From an optimization exercise on the open Yosys and OpenROAD flow, aimed at small area, a short achievable clock period and few clock cycles; shortcuts taken in it are not production practice.
At most, simulation tests tie the RTL to the original design; equivalence was not proved.
Power figures rest on the tool's default switching activity, not on a simulated workload.

== JK ==
Design ledgrid_sync, start of the top module:
module ledgrid_sync (
    input  wire        clk,
    input  wire        rst,
    input  wire        sel_n,
    input  wire        rx_valid,
    input  wire [7:0]  rx_data,
    output wire        render_req,
    output wire [7:0]  render_bright,
    input  wire [4:0]  pix_addr,
    output wire [23:0] pix_data,
    input  wire        render_done,
    input  wire [31:0] render_dur,
    output wire        busy,
    output reg         status,
    output reg         debug,
    output reg  [31:0] txn_count,
    output reg  [31:0] frame_count,
    output reg  [31:0] malformed_count,
    output reg  [31:0] zpay_count,
    output reg  [31:0] last_render_dur
);
clock: 12.0 ns
lec_check: 0
cap_margin: 20
core_margin: 2
core_utilization: 60
setup_slack_margin: 5
slew_margin: 20
synth_hierarchical: 1
synth_minimum_keep_size: 0
standard.sh (not shown) runs the stock make flow with config.mk's settings and CLKGATE_MAP_FILE= SYNTH_SCRIPT=/design/flow/synth_recipe.tcl, a recipe that flattens the netlist after the stock synthesis.
==> flow/flow/run.sh <==
#!/bin/bash
# Own layout flow: the standard ORFS flow (standard.sh), with two changes to
# how the layout is made:
#  - the port buffers are plain sky130_fd_sc_hd__buf_1 cells (the resizer still
#    upsizes them where timing needs it) instead of the delay-cell buffers
#    buffer_ports picks by default;
#  - clock tree synthesis clusters up to 25 sinks per leaf buffer and inserts no
#    dummy loads.
# make's full output goes to flow_make.log in the work folder; ORFS keeps each
# step's own log under orfs/logs.
set -euo pipefail
bash standard.sh \
  "BUFFER_PORTS_ARGS=-buffer_cell sky130_fd_sc_hd__buf_1" \
  "CTS_ARGS=-sink_clustering_enable -repair_clock_nets -sink_clustering_size 25 -sink_clustering_max_diameter 100 -dont_use_dummy_load" \
  "SETUP_SLACK_MARGIN=5.5" \
  finish > flow_make.log 2>&1
[inputs] MS vs JK
--- a/flow/flow/run.sh
+++ b/flow/flow/run.sh
@@ -13,4 +13,4 @@
   "BUFFER_PORTS_ARGS=-buffer_cell sky130_fd_sc_hd__buf_1" \
   "CTS_ARGS=-sink_clustering_enable -repair_clock_nets -sink_clustering_size 25 -sink_clustering_max_diameter 100 -dont_use_dummy_load" \
-  "SETUP_SLACK_MARGIN=5.5" \
+  "SETUP_SLACK_MARGIN=5.8" \
   finish > flow_make.log 2>&1
MS ended up with a higher via count of the first global-routing pass than JK did.
End of the critical path: pix_data[14] -> MS, pix_data[2] -> JK
Worst setup slack for MS is higher than for JK.
From JK to MS the numbers moved as follows: antenna diode instance count went down; final area went up; number of enable-type register cells in the synthesized netlist did not really move; relative area change from synthesis to final layout went up; total of plain and repair buffers excluding clock buffers went up.
Looking at JK and MS, the combinational cell fraction of total power is a wash.
Final total power for MS: 0.40% up relative to JK
The vias after detailed routing in MS sits about 0.8% above the value recorded for JK.
MS ends up with a area of the multi-input gates that is 530 um2 higher than in JK.
No run of this note included a check of the RTL's function; only the layout flow was run.

========
== job 9234 ==
ledgrid_sync, a different RTL version from the one above (not shown whole).
Size: about 3,300 cells after synthesis, about 1,400 flip-flops, ~51,000 um2 of cells after synthesis.
Settings: LEC_CHECK=0, CAP_MARGIN=20, CORE_MARGIN=2, CORE_UTILIZATION=60, SETUP_SLACK_MARGIN=5, SLEW_MARGIN=20, SYNTH_HIERARCHICAL=1, SYNTH_MINIMUM_KEEP_SIZE=0; clock period 12.0 ns.
==> flow/flow/run.sh <==
#!/bin/bash
# Own layout flow: the standard ORFS flow (standard.sh), with two changes to
# how the layout is made:
#  - the port buffers are plain sky130_fd_sc_hd__buf_1 cells (the resizer still
#    upsizes them where timing needs it) instead of the delay-cell buffers
#    buffer_ports picks by default;
#  - clock tree synthesis clusters up to 25 sinks per leaf buffer and inserts no
#    dummy loads.
# make's full output goes to flow_make.log in the work folder; ORFS keeps each
# step's own log under orfs/logs.
set -euo pipefail
bash standard.sh \
  "BUFFER_PORTS_ARGS=-buffer_cell sky130_fd_sc_hd__buf_1" \
  "CTS_ARGS=-sink_clustering_enable -repair_clock_nets -sink_clustering_size 25 -sink_clustering_max_diameter 100 -dont_use_dummy_load" \
  "SETUP_SLACK_MARGIN=5.8" \
  finish > flow_make.log 2>&1
Testbench counts of job 9234, summed over its fixed seeds: cycles 21,798.
Changes in job 5107 relative to job 9234:
# job 9234
export LEC_CHECK = 0
export CAP_MARGIN = 20
export CORE_MARGIN = 2
export CORE_UTILIZATION = 60
export SETUP_SLACK_MARGIN = 5
export SLEW_MARGIN = 20
export SYNTH_HIERARCHICAL = 1
export SYNTH_MINIMUM_KEEP_SIZE = 0
create_clock -name core_clock -period 12.0 [get_ports {clk}]
# job 5107
export LEC_CHECK = 0
export CAP_MARGIN = 20
export CORE_MARGIN = 2
export CORE_UTILIZATION = 65
export SETUP_SLACK_MARGIN = 5
export SLEW_MARGIN = 20
export SYNTH_HIERARCHICAL = 1
export SYNTH_MINIMUM_KEEP_SIZE = 0
create_clock -name core_clock -period 12.0 [get_ports {clk}]
### Flow results
Compared with job 9234, job 5107 shows cell count after placement that has gone down by a few percent. The final critical delay including setup and external delays number comes out higher for job 5107 vs job 9234. Job 5107 against job 9234: count of non-filler cells in the finished layout decreased 59; net switching fraction of the power essentially unchanged; post-route clock period utilization now sits higher; share of layout cells above drive strength 1 now larger. ~same sequential power in job 9234 and job 5107. Max global-route track usage on met1 across job 9234 and job 5107: job 5107. Re number of global-route vias before repair: job 9234 was lower than job 5107.
Input changes introduced in job 4412 (baseline for comparison: job 5107):
# job 5107
export LEC_CHECK = 0
export CAP_MARGIN = 20
export CORE_MARGIN = 2
export CORE_UTILIZATION = 65
export SETUP_SLACK_MARGIN = 5
export SLEW_MARGIN = 20
export SYNTH_HIERARCHICAL = 1
export SYNTH_MINIMUM_KEEP_SIZE = 0
create_clock -name core_clock -period 12.0 [get_ports {clk}]
# job 4412
export LEC_CHECK = 0
export CAP_MARGIN = 20
export CORE_MARGIN = 2
export CORE_UTILIZATION = 60
export SETUP_SLACK_MARGIN = 5
export SLEW_MARGIN = 20
export SYNTH_HIERARCHICAL = 1
export SYNTH_MINIMUM_KEEP_SIZE = 0
create_clock -name core_clock -period 12.0 [get_ports {clk}]
--- a/flow/flow/run.sh
+++ b/flow/flow/run.sh
@@ -14,3 +14,3 @@
   "CTS_ARGS=-sink_clustering_enable -repair_clock_nets -sink_clustering_size 25 -sink_clustering_max_diameter 100 -dont_use_dummy_load" \
-  "SETUP_SLACK_MARGIN=5.8" \
+  "SETUP_SLACK_MARGIN=5.7" \
   finish > flow_make.log 2>&1
Notes after the runs:
Job 4412 has completed all stages; timing, DRC and antenna checks passed.
Job 5107: no failed stages, no open violations at the end
Placed cell area essentially unchanged between job 4412 and job 5107.
As far as overall power after layout is concerned, job 4412 and job 5107 perform about the same.
Comparing worst hold margin for job 5107 and job 4412, the bigger number came from job 4412.
Comparing job 5107 and job 4412, first-pass GRT wire length is higher on job 5107.
Comparing job 5107 and job 4412, design area is higher on job 5107.
Re floorplan row count: job 4412 is 3.9% up on job 5107.
Portion of the clock cycle consumed by the worst path in the final layout (job 4412 over job 5107): decrease, 0.94 points
Route | job 4412 vs job 5107 | wire shorter in job 4412
Of the two values seen for worst-path cell with the longest stage delay, nor3_4 was produced by job 4412 and and4_4 by job 5107.
Job 4412 vs. job 5107: fraction of standard cell area that is sequential went up by 0.59 points.
Setup changes, job 4412 to job 6496
--- a/flow/flow/run.sh
+++ b/flow/flow/run.sh
@@ -14,3 +14,3 @@
   "CTS_ARGS=-sink_clustering_enable -repair_clock_nets -sink_clustering_size 25 -sink_clustering_max_diameter 100 -dont_use_dummy_load" \
-  "SETUP_SLACK_MARGIN=5.7" \
+  "SETUP_SLACK_MARGIN=6.5" \
   finish > flow_make.log 2>&1
Results
- Switching power, job 6496 and job 4412: lower on job 4412
- Between job 4412 and job 6496, the post-layout total power does not differ in any meaningful way.
- Between job 6496 and job 4412, it is job 6496 whose number of cells upsized or downsized after cts is higher, by 99.
- On total length of routed wires, job 4412 beats job 6496.
- On endpoint arrival time on the critical path: between job 6496 and job 4412, it ends up lower for job 4412.
- On setup slack, job 6496 does worse than job 4412.
- From job 4412 to job 6496 the numbers moved as follows: core utilization saw an increase, cell area after layout saw an increase, number of buffers added for setup after CTS saw an increase, die area saw little to no change.

[port drivers added, routing unchanged]
The results above use ideal ports. As a check the final layouts listed here were re-extracted and re-timed, cells and wires unchanged.
Step 1 (the two cells are an assumption about what drives the block):
set clk [get_ports {clk}]
set_driving_cell -lib_cell sky130_fd_sc_hd__clkbuf_16 $clk
set_driving_cell -lib_cell sky130_fd_sc_hd__buf_2 [delete_from_list [all_inputs] $clk]
Step 2 moves the port delays by t, midway between the first and last clock arrival at a register: inputs arrive t later, outputs are due t later. That takes back most of the time a late clock gives input paths.
Three values: ideal ports, drivers, drivers and shift; two values: the first two.
run | t (ns) | setup WS [ns] | worst slew at a driven data input, ns
JK | 0.692 | 5.461 / 5.371 / 5.371 | 0.10
MS | 0.693 | 5.528 / 5.435 / 5.435 | 0.11
job 9234 | 0.692 | 5.651 / 5.509 / 5.509 | 0.14
job 5107 | 0.697 | 5.541 / 5.407 / 5.407 | 0.14
job 4412 | 0.695 | 5.654 / 5.531 / 5.531 | 0.15
job 6496 | 0.700 | 5.478 / 5.319 / 5.319 | 0.16
After both steps setup and hold are still met in every run listed. The setup slack of job 6496, which loses most, moves by -0.159 ns with the drivers and by -0.159 ns with both steps.
